Context: an optimization exercise on an open-source flow, tuned for small area, a short achievable clock period and few clock cycles per item. The choices shown serve that exercise and are no tape-out recipe.
In this exercise RTL edits were held to simulation tests only and were not proved equivalent to the original.
Power is estimated from default activity; no workload was simulated.

Setup of run 1:
==> flow/design.v (excerpt) <==
module bcu (
    input  wire         clk,
    input  wire         rst,             
    input  wire         cmd_valid,
    output wire         cmd_ready,
    input  wire [127:0] cmd,
    output wire         rsp_valid,
    input  wire         rsp_ready,
    output wire [127:0] rsp
);
clock: 12.0 ns
lec_check: 0
abc_area: 1
cap_margin: 30
core_margin: 2
core_utilization: 40
cts_buf_list: sky130_fd_sc_hd__clkbuf_4
setup_slack_margin: 5
slew_margin: 20
tns_end_percent: 0
standard.sh (not shown) runs the stock make flow with config.mk's settings and CLKGATE_MAP_FILE= SYNTH_SCRIPT=/design/flow/synth_recipe.tcl, a recipe that flattens the netlist after the stock synthesis.
==> flow/flow/run.sh <==
#!/bin/bash
# Layout flow: the standard flow (standard.sh), except that
#  - synthesis maps the logic with the ABC script in flow/abc_area.script
#    (an area-oriented mapping) instead of ORFS's; the registers and every
#    other synthesis step are the standard synthesis's;
#  - the port buffers are sky130_fd_sc_hd__buf_1 (ORFS picks a delay cell);
set -euo pipefail
here=$(pwd)
rm -rf "$here/cs_scripts"
cp -r "$FLOW_HOME/scripts" "$here/cs_scripts"
cp "$here/flow/abc_area.script" "$here/cs_scripts/abc_area.script"
bash standard.sh SCRIPTS_DIR="$here/cs_scripts" ABC_AREA=1 synth > "$here/synth.log" 2>&1
bash standard.sh "BUFFER_PORTS_ARGS=-buffer_cell sky130_fd_sc_hd__buf_1" SETUP_SLACK_MARGIN=6.5 finish > "$here/layout.log" 2>&1
==> flow/flow/abc_area.script <==
strash
&get -n
&fraig -x
&put
scorr
dc2
strash
&get -n
&dc2
&synch2
&nf -R 1000
&put
buffer -c
topo
stime -c
upsize -c
dnsize -c
Run 1 did not stop at any stage, and its layout met the timing, design-rule and antenna checks.
Testbench counts of run 1, summed over its fixed seeds: cycles 8,118, commands 8,046.
What run 2 does differently from run 1 at the input level:
Settings: CORE_UTILIZATION changed from 40 to 45.
diff --git a/flow/flow/run.sh b/flow/flow/run.sh
--- a/flow/flow/run.sh
+++ b/flow/flow/run.sh
@@ -6,0 +7,3 @@
+#  - clock tree synthesis adds no dummy loads and clusters up to 6 sinks.
+# Each step's full output goes to a log file in this folder (and ORFS's own
+# logs under orfs/logs).
@@ -13 +16 @@
-bash standard.sh "BUFFER_PORTS_ARGS=-buffer_cell sky130_fd_sc_hd__buf_1" SETUP_SLACK_MARGIN=6.5 finish > "$here/layout.log" 2>&1
+bash standard.sh "BUFFER_PORTS_ARGS=-buffer_cell sky130_fd_sc_hd__buf_1" SETUP_SLACK_MARGIN=6.5 "CTS_ARGS=-sink_clustering_enable -repair_clock_nets -buf_list sky130_fd_sc_hd__clkbuf_4 -dont_use_dummy_load -sink_clustering_size 6 -sink_clustering_max_diameter 40" finish > "$here/layout.log" 2>&1
==> comparison <==
Side by side, ratio of total power to cell area turned out lower in run 2 than in run 1. On power drawn by the combinational cells, run 2 and run 1 are neck and neck. | total buffers and inverters traversed by the critical path | run 2 vs run 1 | 3 lower |.
Changes in run 3 relative to run 2:
Settings: CORE_UTILIZATION: 45 -> 52.
diff --git a/flow/flow/run.sh b/flow/flow/run.sh
--- a/flow/flow/run.sh
+++ b/flow/flow/run.sh
@@ -7,3 +6,0 @@
-#  - clock tree synthesis adds no dummy loads and clusters up to 6 sinks.
-# Each step's full output goes to a log file in this folder (and ORFS's own
-# logs under orfs/logs).
@@ -16 +13 @@
-bash standard.sh "BUFFER_PORTS_ARGS=-buffer_cell sky130_fd_sc_hd__buf_1" SETUP_SLACK_MARGIN=6.5 "CTS_ARGS=-sink_clustering_enable -repair_clock_nets -buf_list sky130_fd_sc_hd__clkbuf_4 -dont_use_dummy_load -sink_clustering_size 6 -sink_clustering_max_diameter 40" finish > "$here/layout.log" 2>&1
+bash standard.sh "BUFFER_PORTS_ARGS=-buffer_cell sky130_fd_sc_hd__buf_1" SETUP_SLACK_MARGIN=6.5 finish > "$here/layout.log" 2>&1
Notes after the runs:
Run 3 finished end to end and its layout was clean on timing, DRC and antenna. Worst path setup slack after routing in run 3 is 3.9 ps above run 2. Run 2 has higher number of gates on the worst path with buffers counted than run 3. Re global-route track usage on met2: run 3 is 8.8 points up on run 2. Run 3 against run 2: via count rose by 1918; clock-buffer cell count rose by about 50%. Utilization in run 3 is 10 points higher than in run 2. In run 3, the area share of buffers outside the clock network came out 0.49 points above the value in run 2. Run 3 vs run 2 — fraction of power consumed by the clock network rose 6.6 points. In run 3 relative to run 2, count of buffers not belonging to the clock network in the layout had gone up by a few percent. Number of antenna violations at the first check in global routing was lower in the run labelled run 2. Run 2 -> run 3: post-route total power increased by more than 10%.
Relative to run 3, the following input files were edited for run 4:
Settings: a change of CORE_UTILIZATION from 52 to 45.
diff --git a/flow/flow/run.sh b/flow/flow/run.sh
--- a/flow/flow/run.sh
+++ b/flow/flow/run.sh
@@ -6,0 +7,3 @@
+#  - clock tree synthesis adds no dummy loads.
+# Each step's full output goes to a log file in this folder (and ORFS's own
+# logs under orfs/logs).
@@ -13 +16 @@
-bash standard.sh "BUFFER_PORTS_ARGS=-buffer_cell sky130_fd_sc_hd__buf_1" SETUP_SLACK_MARGIN=6.5 finish > "$here/layout.log" 2>&1
+bash standard.sh "BUFFER_PORTS_ARGS=-buffer_cell sky130_fd_sc_hd__buf_1" SETUP_SLACK_MARGIN=6.5 "CTS_ARGS=-sink_clustering_enable -repair_clock_nets -buf_list sky130_fd_sc_hd__clkbuf_4 -dont_use_dummy_load" finish > "$here/layout.log" 2>&1
--- outcome ---
Comparing run 3 and run 4, fraction of the cycle the final worst path needs is lower on run 4. In run 4, global-route usage is lower than in run 3. [run 4] critical path depth rose 3 relative to run 3. Of the two values seen for critical path capture point, r_x[3] was produced by run 3 and mem[20] by run 4. Run 4 ran to completion and came out clean on the timing, design-rule and antenna checks. Run 4 vs run 3 — switching power summed over all nets dropped by a little under 10%. Measured against run 4, the count of clock-buffer cells in the layout of run 3 comes out at 1.3 times the reference value.
Modified inputs, run 5 compared to run 4
==> flow/flow/run.sh <==
#!/bin/bash
# Layout flow: the standard flow (standard.sh), except that
#  - synthesis maps the logic with the ABC script in flow/abc_area.script
#    (an area-oriented mapping) instead of ORFS's; the registers and every
#    other synthesis step are the standard synthesis's;
#  - the port buffers are sky130_fd_sc_hd__buf_2 (ORFS picks a delay cell);
set -euo pipefail
here=$(pwd)
rm -rf "$here/cs_scripts"
cp -r "$FLOW_HOME/scripts" "$here/cs_scripts"
cp "$here/flow/abc_area.script" "$here/cs_scripts/abc_area.script"
bash standard.sh SCRIPTS_DIR="$here/cs_scripts" ABC_AREA=1 synth > "$here/synth.log" 2>&1
bash standard.sh "BUFFER_PORTS_ARGS=-buffer_cell sky130_fd_sc_hd__buf_2" SETUP_SLACK_MARGIN=6.5 finish > "$here/layout.log" 2>&1
--- outcome ---
The higher part of the cycle the worst path needs came out of run 4.
Area growth from synthesis to final layout in run 5 is 3.5 points above run 4.
Compared with run 4, run 5 shows slew at the pin closest to its max-slew limit higher by 120 ps.
Going from run 4 to run 5, last weighted congestion value of the routability-driven placer shrank by a few percent.
Edits applied to the flow inputs when going from run 5 to run 6:
Settings: a change of CORE_UTILIZATION from 45 to 40.
diff --git a/flow/flow/run.sh b/flow/flow/run.sh
--- a/flow/flow/run.sh
+++ b/flow/flow/run.sh
@@ -6 +6 @@
-#  - the port buffers are sky130_fd_sc_hd__buf_2 (ORFS picks a delay cell);
+#  - the port buffers are sky130_fd_sc_hd__buf_1 (ORFS picks a delay cell);
@@ -13 +13 @@
-bash standard.sh "BUFFER_PORTS_ARGS=-buffer_cell sky130_fd_sc_hd__buf_2" SETUP_SLACK_MARGIN=6.5 finish > "$here/layout.log" 2>&1
+bash standard.sh "BUFFER_PORTS_ARGS=-buffer_cell sky130_fd_sc_hd__buf_1" SETUP_SLACK_MARGIN=6.5 finish > "$here/layout.log" 2>&1
==> flow/flow/abc_area.script <==
strash
&get -n
&fraig -x
&put
scorr
dc2
strash
&get -n
&dc2
&synch2
&nf
&put
buffer -c
topo
stime -c
upsize -c
dnsize -c
Notes after the runs:
Run 6 -> run 5: count of clock tree sinks delta 0, exact match
Synthesized cell count essentially unchanged between run 6 and run 5.
Smallest setup slack after layout, run 5 and run 6: larger value in run 5
Relative to run 5, the count of cell instances traversed by the critical path of run 6 is lower by 6.
In the metrics for run 5 and run 6, the one carrying the lower cell area is run 5.

-- what the ideal ports hide --
No port has a modelled driver above. Below, the same layouts with a new extraction and two added sets of constraints.
Step 1: set_driving_cell puts a clkbuf_16 on clk and a buf_2 on each other input, an assumption about the parent block.
Step 2 adds t to the input delays and takes it off the output delays; t is the mean of the earliest and latest rising clock arrival at the registers after step 1. Input paths then give back, and output paths get back, about the clock's delay inside the block.
Three values: no drivers, after step 1, after step 2; two values: the first two.
run	t, ns	setup WS [ns]	worst setup path after step 2
run 1	1.075	5.741 / 5.699 / 4.689	input to register
run 2	0.938	5.568 / 5.571 / 4.633	input to register
run 3	0.992	5.572 / 5.618 / 4.627	input to register
run 4	0.980	5.708 / 5.709 / 4.729	input to register
run 5	1.032	5.740 / 5.721 / 4.735	input to register
run 6	1.082	5.564 / 5.615 / 4.533	input to register
After both steps setup and hold are still met in every run listed. The setup slack of run 1, which loses most, moves by -0.042 ns with the drivers and by -1.052 ns with both steps.
